Context: an optimization exercise on an open-source flow, tuned for a short achievable clock period and few clock cycles. The choices shown serve that exercise and are no tape-out recipe.
Where RTL was checked, it was by simulation tests only, not by an equivalence proof against the original.
Power figures rest on the tool's default switching activity, not on a simulated workload.

==> inputs of trial 73 <==
// smbus_engine
module smbus_engine #(
    parameter CAP      = 48,    
    parameter FE_DELAY = 2      
) (
    input  wire        clk,
    input  wire        rst,
    input  wire        cmd_valid,
    output wire        cmd_ready,
    input  wire [7:0]  cmd_op,
    input  wire [3:0]  cmd_bus,
    input  wire [7:0]  cmd_addr,
    input  wire [7:0]  cmd_byte,
    input  wire [15:0] cmd_val16,
    input  wire [7:0]  cmd_t,
    input  wire [1:0]  cmd_datw,
    input  wire [1:0]  cmd_datr,
    input  wire        cmd_ed,
    input  wire        cfg_fast,
    input  wire [4:0]  cfg_nbus,
    input  wire [7:0]  cfg_max_retries,
    output wire        res_valid,
    output wire [3:0]  res_code,
    output wire [15:0] res_val,
    output wire [8:0]  res_size,
    output wire [8:0]  res_entry,
    output wire [7:0]  res_attempt,
    output wire        ev_valid,
    output wire [1:0]  ev_kind,
    output wire [1:0]  ev_reg,
    output wire [31:0] ev_wdata,
    input  wire        ev_ready,
    input  wire [31:0] ev_rdata,
    output wire [5:0]  buf_addr,
    output wire        buf_we,
    output wire [7:0]  buf_wdata,
    input  wire [7:0]  buf_rdata
);
    localparam EV_READ = 2'd0, EV_WRITE = 2'd1, EV_WAIT = 2'd2;
    localparam R_NONE = 2'd0, R_REQ = 2'd1, R_CS = 2'd2, R_RESP = 2'd3;
    localparam E_OK = 4'd0, E_FEMPTY = 4'd1, E_ACK = 4'd2, E_TIMEOUT = 4'd3,
               E_BUSCONF = 4'd4, E_FLUSHED = 4'd5, E_TIMISM = 4'd6,
               E_FOVF = 4'd7, E_BUFSMALL = 4'd8, E_SHAPE = 4'd9, E_NOBUS = 4'd12;
  ...
Settings: LEC_CHECK=0, ABC_CLOCK_PERIOD_IN_PS=1500, CAP_MARGIN=20, CORE_MARGIN=2, CORE_UTILIZATION=40, PLACE_DENSITY=0.6, SETUP_SLACK_MARGIN=3.3, SLEW_MARGIN=20; clock period 5.0 ns.
run.sh (not shown) runs the stock make flow with config.mk's settings and CLKGATE_MAP_FILE= SYNTH_SCRIPT=/design/flow/synth_recipe.tcl, a recipe that flattens the netlist after the stock synthesis.
==> trial 60 (differences from trial 73) <==
--- a/flow/design.v
+++ b/flow/design.v
@@ -79,12 +79,10 @@
     reg        wlast;          
     reg        wnlast;         
     reg [5:0]  k;              
     reg [7:0]  krem;           
     reg        klast;          
-    reg        kdl;            
-    reg        kdone;          
     reg        kstore;         
     reg        sover;          
     reg        k3f;            
     reg        kge4f;          
     reg        noti;           
@@ -190,21 +188,20 @@
         nw[17:16] = wnlast ? (rdp ? datr : datw) : 2'd0;                  
         nw[15]    = (pass == P_FAST) & n_is2;                             
         nw[21]    = ~(nw[22] | nw[20]);                                   
     end
     wire fe       = rd[31];
-    wire tim      = ~noti & ((rd[15] ^ k[3]) | (rd[14] ^ k[2]) | (rd[13] ^ k[1]) | (rd[12] ^ k[0]));
+    wire tim      = ~noti & (rd[15:12] != k[3:0]);
     wire vbad     = rd[10] | rd[9] | rd[8] | rd[11] | rd[30] | tim;
-    wire z8       = ~(rd[7] | rd[6] | rd[5] | rd[4] | rd[3] | rd[2] | rd[1] | rd[0]);
-    wire c_big    = rd[7] | rd[6] | (rd[5] & rd[4] & rd[3] & rd[2]);       
+    wire last_now = klast | (k3f & (rd[7:0] == 8'd0));
+    wire c_big    = (rd[7:0] > 8'd59);
     wire is_disc  = (pass == P_DISC);
     wire good     = ~fe & ~vbad & ~sover;
-    wire f3last   = k3f & z8;                  
     wire to_few   = fe & ~fe10;
-    wire to_main  = good & kdl & ~c_big;
-    wire to_done  = good & (kdone | f3last);
-    wire to_col   = good & ~klast & ~f3last;
+    wire to_main  = good & last_now & is_disc & ~c_big;
+    wire to_done  = good & last_now & ~is_disc;
+    wire to_col   = good & ~last_now;
     wire to_rrd   = ~to_few & ~to_main & ~to_done & ~to_col;
     wire [8:0] cur_size = (pass == P_FAST) ? (kge4f ? total : 9'd3) : {3'd0, pss};
     wire store_pass = (pass == P_MAIN) | (pass == P_FAST) | (pass == P_SINGLE & c_ibr);
     wire [5:0] soff = (pass == P_SINGLE) ? 6'd2 : 6'd3;
     wire [5:0] k1 = k + 6'd1;
@@ -310,12 +307,10 @@
                 evd    <= nw;
                 if (wlast) begin
                     k      <= 6'd0;
                     krem   <= (pass == P_FAST) ? 8'd255 : {2'd0, pss} - 8'd1;
                     klast  <= (pass != P_FAST) && (pss == 6'd1);
-                    kdl    <= 1'b0;
-                    kdone  <= (pass != P_FAST) && (pss == 6'd1);
                     kstore <= 1'b0;
                     sover  <= 1'b0;
                     k3f    <= 1'b0;
                     kge4f  <= 1'b0;
                     noti   <= 1'b0;
@@ -353,12 +348,10 @@
                     fe10   <= 1'b0;
                     rv     <= c_wd ? {rd[7:0], rv[15:8]} : {8'd0, rd[7:0]};
                     k      <= k1;
                     krem   <= k3f ? rd[7:0] - 8'd1 : krem - 8'd1;
                     klast  <= k3f ? (rd[7:0] == 8'd1) : (krem == 8'd1);
-                    kdl    <= ~k3f & (krem == 8'd1) & is_disc;
-                    kdone  <= k3f ? (rd[7:0] == 8'd1) : (krem == 8'd1) & ~is_disc;
                     kstore <= store_pass & (k1 >= soff);
                     sover  <= store_pass & (k1 >= soff + CAP);
                     k3f    <= (pass == P_FAST) & (k1 == 6'd3);
                     kge4f  <= (pass == P_FAST) & (k1 >= 6'd4);
                     noti   <= (pass == P_FAST) & (k1 >= 6'd3);
@@ -373,11 +366,11 @@
                 s_seq <= to_main;
                 s_done <= to_done;
                 evv   <= ~to_done;
                 evk   <= to_few ? EV_WAIT : to_main ? EV_WRITE : EV_READ;
                 evr   <= to_few ? R_NONE : to_main ? R_REQ : to_rrd ? R_CS : R_RESP;
-                if (kdl && !fe) begin
+                if (to_main) begin
                     pass   <= P_MAIN;
                     pss    <= rd[5:0] + 6'd4;
                     ioh    <= 3'b001;
                     ip3    <= 6'd3;
                     wlast  <= 1'b0;
- ABC_CLOCK_PERIOD_IN_PS: 1500 -> 2000
- SETUP_SLACK_MARGIN: 3.3 -> 2.8
==> build 16 (differences from trial 73) <==
- ABC_CLOCK_PERIOD_IN_PS: 1500 -> 2000
- SETUP_SLACK_MARGIN: 3.3 -> 2.8
==> summary.txt <==
- Trial 73 passed the timing, design-rule and antenna checks. Build 16 ran to the end with no violations. Trial 60 finished with timing, DRC and antenna clean.
- The lowest sequential share of layout area belongs to trial 73, the highest to build 16.
- Sequential power is about the same in trial 60 and build 16.
- Of trial 73 and trial 60, trial 60 has the higher clock skew (gap 0.0053 ns).
- Fmax, highest first: trial 73, build 16, trial 60.
- Core utilization, lowest first: build 16, trial 60, trial 73.
- Worst setup slack: trial 60 is worse than build 16 (0.28 ns).
- Between trial 60 and trial 73, the lower die area is in trial 73 (gap about 1%, measured against trial 73).
- In trial 73 the critical path depth is higher than in build 16, by 1.
Testbench counts of trial 73, summed over its fixed seeds: cycles 61,126.
Testbench counts of build 16, summed over its fixed seeds: cycles 61,126.
For trial 60, only the layout was checked, not whether the RTL still works.

========
==> inputs of maple <==
smbus_engine, a different RTL version from the one above (not shown whole).
make LEC_CHECK=0 ABC_CLOCK_PERIOD_IN_PS=1500 CAP_MARGIN=20 CORE_MARGIN=2 CORE_UTILIZATION=40 PLACE_DENSITY=0.6 SETUP_SLACK_MARGIN=3.4 SLEW_MARGIN=20 finish   # period 5.0 ns
==> nickel: changes against maple <==
--- a/flow/design.v
+++ b/flow/design.v
@@ -67,24 +67,26 @@
     reg        r_valid, r_busbad;    
     reg [10:0] budget;
     reg [31:0] w0;
     reg        disc0, fast0;
     reg [5:0]  pss0;
-    reg        wlast0, wnlast0;
     reg        p_disc, p_main, p_fast;
     reg [5:0]  pss;
     reg [7:0]  attempt;
     reg        retry;
     reg [2:0]  ioh;            
-    reg [5:0]  ip3;            
-    reg        wlast;          
-    reg        wnlast;         
+    reg [5:0]  ip1;            
+    reg [5:0]  ip2;            
+    wire       wlast  = (ip1 == pss);    
+    wire       wnlast = (ip2 == pss);    
     reg [5:0]  k;              
     reg [7:0]  krem;           
     reg        klast;          
     reg        kdl;            
     reg        kdone;          
+    reg        kdone_s;        
+    reg        kdone_ns;       
     reg        kstore;         
     reg        sover;          
     reg        k3f;            
     reg        kge4f;          
     reg        noti;           
@@ -134,11 +136,10 @@
                  (~(nb[3] ^ bb[3]) & nb[2] & ~bb[2]) |
                  (~(nb[3] ^ bb[3]) & ~(nb[2] ^ bb[2]) & nb[1] & ~bb[1]) |
                  (~(nb[3] ^ bb[3]) & ~(nb[2] ^ bb[2]) & ~(nb[1] ^ bb[1]) & nb[0] & ~bb[0]);
     wire c_bus_bad   = ~cfg_nbus[4] & ~nb_gt;
     wire c_ok = ck_valid & ~c_bus_bad & ~cmd_addr[7] & ~c_shape_bad;
-    wire c_pss2 = ck_byte | (ck_ibw & (L == 8'd0));
     wire [5:0] Lp = L[5:0] + ((cmd_op[4] & ~c_rw) ? 6'd2 : 6'd3);
     reg  [5:0] c_pssk;         
     always @(*) begin
         case (cmd_op[3:0])
             4'h0, 4'h1: c_pssk = 6'd1;
@@ -203,10 +204,12 @@
     wire good     = ~fe & ~vbad & ~sover;
     wire f3last   = k3f & z8;                  
     wire to_few   = fe & ~fe10;
     wire to_main  = good & kdl & ~c_big;
     wire to_done  = good & (kdone | f3last);
+    wire to_wb    = good & (kdone_s | f3last);   
+    wire to_dn    = good & kdone_ns;
     wire to_col   = good & ~klast & ~f3last;
     wire to_rrd   = ~to_few & ~to_main & ~to_done & ~to_col;
     wire [8:0] cur_size = p_fast ? (kge4f ? total : 9'd3) : {3'd0, pss};
     wire store_pass = p_main | p_fast | (~p_disc & c_ibr);
     wire [5:0] soff = (p_main | p_fast) ? 6'd3 : 6'd2;
@@ -283,12 +286,12 @@
             s_pw   <= (s_pw & ~hs) | (poll_hs & rd[26] & ~pexp);
             s_rrd  <= (s_rrd & ~hs) | (col_hs & to_rrd) | (poll_hs & rd[26] & pexp);
             s_rw1  <= (s_rw1 & ~hs) | rrd_hs;
             s_rwt  <= (s_rwt & ~hs) | rw1_hs;
             s_rw2  <= (s_rw2 & ~hs) | rwt_hs;
-            s_wb   <= col_hs & to_done & kstore;
-            s_done <= (s_seq & ~evv) | (col_hs & to_done & ~kstore) | s_wb | (rw2_hs & ~retry);
+            s_wb   <= col_hs & to_wb;
+            s_done <= (s_seq & ~evv) | (col_hs & to_dn) | s_wb | (rw2_hs & ~retry);
             evv    <= (acc & c_ok) | (evv & ~(col_hs & to_done) & ~(rw2_hs & ~retry));
             bwe    <= col_tk & ~vbad & kstore & ~sover;
             if (s_done | restart)
                 baddr <= 6'd0;
             else if (seq_hs)
@@ -345,12 +348,10 @@
             rdp         <= c_rw;
             w0          <= c_w0;
             pss0        <= c_pss;
             disc0       <= ck_blr & ~cfg_fast;
             fast0       <= ck_blr & cfg_fast;
-            wlast0      <= ck_quick;
-            wnlast0     <= c_pss2;
         end
         if (rst)
             attempt <= 8'd0;
         else if (s_idle | restart)
             attempt <= s_idle ? 8'd0 : attempt + 8'd1;
@@ -371,37 +372,35 @@
             p_fast <= fast0;
             p_main <= 1'b0;
         end
         if (s_idle) begin
             ioh    <= 3'b001;
-            ip3    <= 6'd3;
-            wlast  <= ck_quick;
-            wnlast <= c_pss2;
+            ip1    <= 6'd1;
+            ip2    <= 6'd2;
         end else if (main_st) begin
             ioh    <= 3'b001;
-            ip3    <= 6'd3;
-            wlast  <= 1'b0;
-            wnlast <= 1'b0;
+            ip1    <= 6'd1;
+            ip2    <= 6'd2;
         end else if (restart) begin
             ioh    <= 3'b001;
-            ip3    <= 6'd3;
-            wlast  <= wlast0;
-            wnlast <= wnlast0;
+            ip1    <= 6'd1;
+            ip2    <= 6'd2;
         end else if (seq_hs) begin
             ioh    <= {ioh[1:0], 1'b0};
-            ip3    <= ip3 + 6'd1;
-            wlast  <= wnlast;
-            wnlast <= (ip3 == pss);
+            ip1    <= ip1 + 6'd1;
+            ip2    <= ip2 + 6'd1;
         end
     end
     always @(posedge clk) begin
         if (seq_end) begin
             k      <= 6'd0;
             krem   <= p_fast ? 8'd255 : {2'd0, pss};
             klast  <= ~p_fast & (pss == 6'd1);
             kdl    <= 1'b0;
             kdone  <= ~p_fast & (pss == 6'd1);
+            kdone_s  <= 1'b0;
+            kdone_ns <= ~p_fast & (pss == 6'd1);
             kstore <= 1'b0;
             sover  <= 1'b0;
             k3f    <= 1'b0;
             kge4f  <= 1'b0;
             noti   <= 1'b0;
@@ -409,10 +408,12 @@
             k      <= k1;
             krem   <= k3f ? rd[7:0] : krem - 8'd1;
             klast  <= k3f ? (rd[7:0] == 8'd1) : (krem == 8'd2);
             kdl    <= ~k3f & (krem == 8'd2) & p_disc;
             kdone  <= k3f ? (rd[7:0] == 8'd1) : (krem == 8'd2) & ~p_disc;
+            kdone_s  <= (k3f ? (rd[7:0] == 8'd1) : (krem == 8'd2) & ~p_disc) & store_pass & (k1 >= soff);
+            kdone_ns <= (k3f ? (rd[7:0] == 8'd1) : (krem == 8'd2) & ~p_disc) & ~(store_pass & (k1 >= soff));
             kstore <= store_pass & (k1 >= soff);
             sover  <= store_pass & (k1 >= soff + CAP);
             k3f    <= p_fast & (k1 == 6'd3);
             kge4f  <= p_fast & (k1 >= 6'd4);
             noti   <= p_fast & (k1 >= 6'd3);
==> violet: changes against maple <==
--- a/flow/design.v
+++ b/flow/design.v
@@ -49,29 +49,28 @@
     reg s_pw;      
     reg s_rrd;     
     reg s_rw1;     
     reg s_rwt;     
     reg s_rw2;     
-    reg s_wb;      
     reg s_done;    
-    reg rdy;       
     reg [6:0]  a7;
     reg [3:0]  bus;
     reg [7:0]  cbyte;
     reg [15:0] val16;
     reg [1:0]  tl;
     reg [1:0]  datw, datr;
     reg        ed;
     reg [7:0]  max_retries;
-    reg        c_bdw, c_wdw, c_ibr, c_ibw, c_wd, c_byter;
+    reg        c_bdw, c_wdw, c_ibr, c_wd;
     reg        rdp;            
     reg        r_valid, r_busbad;    
     reg [10:0] budget;
     reg [31:0] w0;
     reg        disc0, fast0;
     reg [5:0]  pss0;
     reg        wlast0, wnlast0;
+    reg [5:0]  boff0;
     reg        p_disc, p_main, p_fast;
     reg [5:0]  pss;
     reg [7:0]  attempt;
     reg        retry;
     reg [2:0]  ioh;            
@@ -238,11 +237,11 @@
     wire rw1_hs  = s_rw1 & hs;
     wire rwt_hs  = s_rwt & hs;
     wire rw2_hs  = s_rw2 & hs;
     wire restart = rw2_hs & retry;
     wire main_st = col_tk & kdl;               
-    assign cmd_ready   = rdy;
+    assign cmd_ready   = s_idle;
     assign res_valid   = s_done;
     assign res_code    = err;
     assign res_val     = rv;
     assign res_size    = err_size;
     assign res_entry   = err_entry;
@@ -255,48 +254,48 @@
     assign buf_we    = bwe;
     assign buf_wdata = bwd;
     always @(posedge clk) begin
         if (rst) begin
             s_idle <= 1'b1;
-            rdy    <= 1'b1;
             s_seq  <= 1'b0;
             s_col  <= 1'b0;
             s_few  <= 1'b0;
             s_poll <= 1'b0;
             s_pw   <= 1'b0;
             s_rrd  <= 1'b0;
             s_rw1  <= 1'b0;
             s_rwt  <= 1'b0;
             s_rw2  <= 1'b0;
-            s_wb   <= 1'b0;
             s_done <= 1'b0;
             evv    <= 1'b0;
             bwe    <= 1'b0;
             baddr  <= 6'd0;
         end else begin
             s_idle <= (s_idle & ~cmd_valid) | s_done;
-            rdy    <= (rdy & ~cmd_valid) | s_done;
             s_seq  <= acc | (s_seq & evv & ~(hs & wlast)) | (col_hs & to_main) | restart;
             s_col  <= (s_col & ~hs) | (col_hs & to_col) | few_hs | (seq_end & ~p_fast) |
                       (poll_hs & ~rd[26]);
             s_few  <= (s_few & ~hs) | (col_hs & to_few);
             s_poll <= (s_poll & ~hs) | (seq_end & p_fast) | pw_hs;
             s_pw   <= (s_pw & ~hs) | (poll_hs & rd[26] & ~pexp);
             s_rrd  <= (s_rrd & ~hs) | (col_hs & to_rrd) | (poll_hs & rd[26] & pexp);
             s_rw1  <= (s_rw1 & ~hs) | rrd_hs;
             s_rwt  <= (s_rwt & ~hs) | rw1_hs;
             s_rw2  <= (s_rw2 & ~hs) | rwt_hs;
-            s_wb   <= col_hs & to_done & kstore;
-            s_done <= (s_seq & ~evv) | (col_hs & to_done & ~kstore) | s_wb | (rw2_hs & ~retry);
+            s_done <= (s_seq & ~evv) | (col_hs & to_done) | (rw2_hs & ~retry);
             evv    <= (acc & c_ok) | (evv & ~(col_hs & to_done) & ~(rw2_hs & ~retry));
             bwe    <= col_tk & ~vbad & kstore & ~sover;
-            if (s_done | restart)
+            if (s_done)
                 baddr <= 6'd0;
+            else if (acc)
+                baddr <= ck_ibw ? 6'd0 : 6'd63;
             else if (seq_hs)
-                baddr <= ioh[0] ? {5'd0, c_ibw} : baddr + 6'd1;
+                baddr <= baddr + 6'd1;
             else if (s_col)
                 baddr <= k - soff;
+            else if (restart)
+                baddr <= boff0;
         end
     end
     always @(posedge clk) begin
         if (s_idle) begin
             evk <= EV_WRITE;
@@ -307,13 +306,11 @@
             evr[1] <= (s_seq & wlast) | (s_col & ~to_few & ~to_main) | s_few |
                       (s_poll & (~rd[26] | pexp)) | s_pw | s_rrd | s_rwt;
             evr[0] <= (s_seq & ~(wlast & p_fast)) | (s_col & good & ~(kdl & c_big)) | s_few |
                       (s_poll & ~rd[26]) | s_rw2;
         end
-        if (rst)
-            evd <= 32'd0;
-        else if (s_idle | hs) begin
+        if (s_idle | hs) begin
             evd <= ({32{s_idle}} & c_w0) |
                    ({32{s_seq}}  & nw) |
                    ({32{s_col}}  & (fe ? FE_DELAY : main_w0)) |
                    ({32{s_poll}} & 32'd1) |
                    ({32{s_rrd}}  & (rd | 32'hC000_0000)) |
@@ -335,27 +332,25 @@
             max_retries <= cfg_max_retries;
             budget      <= c_budget;
             c_bdw       <= ck_bdata & ~c_rw;
             c_wdw       <= ck_wdata & ~c_rw;
             c_ibr       <= ck_ibr;
-            c_ibw       <= ck_ibw;
             c_wd        <= ck_wdata;
-            c_byter     <= ck_byte & c_rw;
             r_valid     <= ck_valid;
             r_busbad    <= c_bus_bad;
             rdp         <= c_rw;
             w0          <= c_w0;
             pss0        <= c_pss;
             disc0       <= ck_blr & ~cfg_fast;
             fast0       <= ck_blr & cfg_fast;
             wlast0      <= ck_quick;
             wnlast0     <= c_pss2;
+            boff0       <= ck_ibw ? 6'd0 : 6'd63;
         end
-        if (rst)
-            attempt <= 8'd0;
-        else if (s_idle | restart)
+        if (s_idle | restart) begin
             attempt <= s_idle ? 8'd0 : attempt + 8'd1;
+        end
         retry <= (err != E_BUFSMALL) && (attempt < max_retries);
         if (s_idle) begin
             pss    <= c_pss;
             p_disc <= ck_blr & ~cfg_fast;
             p_fast <= ck_blr & cfg_fast;
@@ -394,25 +389,25 @@
         end
     end
     always @(posedge clk) begin
         if (seq_end) begin
             k      <= 6'd0;
-            krem   <= p_fast ? 8'd255 : {2'd0, pss};
+            krem   <= p_fast ? 8'd255 : {2'd0, pss} - 8'd1;
             klast  <= ~p_fast & (pss == 6'd1);
             kdl    <= 1'b0;
             kdone  <= ~p_fast & (pss == 6'd1);
             kstore <= 1'b0;
             sover  <= 1'b0;
             k3f    <= 1'b0;
             kge4f  <= 1'b0;
             noti   <= 1'b0;
         end else if (col_tk) begin
             k      <= k1;
-            krem   <= k3f ? rd[7:0] : krem - 8'd1;
-            klast  <= k3f ? (rd[7:0] == 8'd1) : (krem == 8'd2);
-            kdl    <= ~k3f & (krem == 8'd2) & p_disc;
-            kdone  <= k3f ? (rd[7:0] == 8'd1) : (krem == 8'd2) & ~p_disc;
+            krem   <= k3f ? rd[7:0] - 8'd1 : krem - 8'd1;
+            klast  <= k3f ? (rd[7:0] == 8'd1) : (krem == 8'd1);
+            kdl    <= ~k3f & (krem == 8'd1) & p_disc;
+            kdone  <= k3f ? (rd[7:0] == 8'd1) : (krem == 8'd1) & ~p_disc;
             kstore <= store_pass & (k1 >= soff);
             sover  <= store_pass & (k1 >= soff + CAP);
             k3f    <= p_fast & (k1 == 6'd3);
             kge4f  <= p_fast & (k1 >= 6'd4);
             noti   <= p_fast & (k1 >= 6'd3);
@@ -425,21 +420,13 @@
             total <= 9'd4 + {1'b0, rd[7:0]};
         if (seq_end | pw_hs) begin
             brem <= seq_end ? budget : brem - 11'd1;
             pexp <= ~seq_end & (brem == 11'd1);
         end
-        if (rst)
-            rv[7:0] <= 8'd0;
-        else if (s_col & (k == (c_byter ? 6'd1 : 6'd3)))
-            rv[7:0] <= rd[7:0];
-        if (rst | s_idle)
-            rv[15:8] <= 8'd0;
-        else if (s_col & c_wd & (k == 6'd4))
-            rv[15:8] <= rd[7:0];
-        if (rst)
-            bwd <= 8'd0;
-        else if (s_col)
+        if (col_tk)
+            rv <= c_wd ? {rd[7:0], rv[15:8]} : {8'd0, rd[7:0]};
+        if (s_col)
             bwd <= rd[7:0];
         if (s_rrd)
             cs_v <= rd;
     end
     always @(posedge clk) begin
@@ -449,20 +436,15 @@
             noti_w <= noti;
             e_disc <= p_disc;
         end
         if (s_col | s_poll)
             e_col <= s_col;
-        if (rst)
-            err <= E_OK;
-        else if (s_seq)
+        if (s_seq)
             err <= evv ? E_OK : {1'b1, r_valid & r_busbad, 1'b0, ~(r_valid & r_busbad)};
         else if (s_rrd)
             err <= e_col ? wcode : E_TIMEOUT;
-        if (rst) begin
-            err_size  <= 9'd0;
-            err_entry <= 9'd0;
-        end else if (s_col) begin
+        if (s_col) begin
             err_size  <= cur_size;
             err_entry <= {3'd0, k};
         end else if (s_poll) begin
             err_size  <= 9'd3;
             err_entry <= ENTRY_NONE;
==> comparison table <==
| metric | nickel | violet | maple |
|---|---|---|---|
| Status | no timing/DRC/antenna violations | no timing/DRC/antenna violations | no timing/DRC/antenna violations |
| Mapped Area | 0.0143 mm2 | 0.0141 mm2 | 0.0140 mm2 |
| Die Span X | 193 um | 192 um | 191 um |
| Wire length on met3 | 4680 um | 4340 um | 4650 um |
| Number of iterations in the first detailed-routing pass | 6 | 9 | 7 |
| Share of the clock period used by the worst path after layout | 42.1% | 42.2% | 45.8% |
| Endpoint of the lowest-slack register-to-register path | kdone_s$_SDFFE_PP0P_ | err_entry[4]$_DFFE_PP_ | s_done$_SDFF_PP0_ |
| Setup ws final | 2.90 ns | 2.89 ns | 2.71 ns |
| Share of power burned in the clock network | 43.2% | 41.1% | 41.5% |
| Sequential area share after synthesis | 55.6% | 61.2% | 56.3% |
| Total track usage | 26.7% | 24.7% | 27.3% |
| Cells after synthesis | 1348 | 1223 | 1328 |
| Net switching fraction of the power | 24.7% | 23.9% | 24.6% |
| Non-clk bufs | 461 | 446 | 434 |
| Initial core utilization | 40.4% | 40.7% | 40.5% |
| Static Leakage | 8.69 nW | 8.12 nW | 8.09 nW |
| Cells after DPL | 1950 | 1829 | 1919 |
| Final Net Count | 1920 | 1788 | 1866 |
| Clock period minus worst slack | 2.10 ns | 2.11 ns | 2.29 ns |
| Final standard cell utilization of the core | 63.3% | 62.1% | 62.2% |
| Combinational power share | 11.6% | 12.1% | 10.9% |
| Number of tapcells | 461 | 455 | 455 |
| Design internal power | 0.00475 W | 0.00476 W | 0.00449 W |
| Xor/xnor share of the synthesized area | 4.65% | 4.53% | 3.76% |
Testbench counts of nickel, summed over its fixed seeds: cycles 61,597.
For maple and violet, only the layout was checked, not whether the RTL still works.

afterwards: timing with drivers on the ports:
The flow's constraints put no driver on any port. The routed layouts listed below were extracted and timed again, unchanged, in two steps.
Step 1 (the two cells are an assumption about what drives the block):
set clk [get_ports {clk}]
set_driving_cell -lib_cell sky130_fd_sc_hd__clkbuf_16 $clk
set_driving_cell -lib_cell sky130_fd_sc_hd__buf_2 [delete_from_list [all_inputs] $clk]
Step 2 times the ports against the registers' clock, not the clock port: input delays grow and output delays shrink by t, the midpoint of the rising clock arrivals with the driver on.
Slacks: no drivers / after step 1 / after step 2; pairs: no drivers / after step 1.
run | t (ns) | setup WS [ns] | worst setup path at the end | slew at the worst register clock pin (ns)
trial 73 | 0.581 | 2.732 / 2.729 / 2.161 | input to register | 0.07 / 0.07
trial 60 | 0.583 | 2.437 / 2.456 / 1.874 | input to register | 0.07 / 0.07
build 16 | 0.575 | 2.721 / 2.730 / 2.155 | input to register | 0.07 / 0.07
maple | 0.563 | 2.708 / 2.728 / 2.165 | input to register | 0.06 / 0.06
nickel | 0.575 | 2.895 / 2.895 / 2.564 | input to register | 0.06 / 0.06
violet | 0.560 | 2.891 / 2.839 / 2.382 | input to register | 0.06 / 0.06
After both steps setup and hold are still met in every run listed. For trial 73, which loses most, drivers alone change the setup slack by -0.003 ns; drivers and shift together by -0.571 ns.
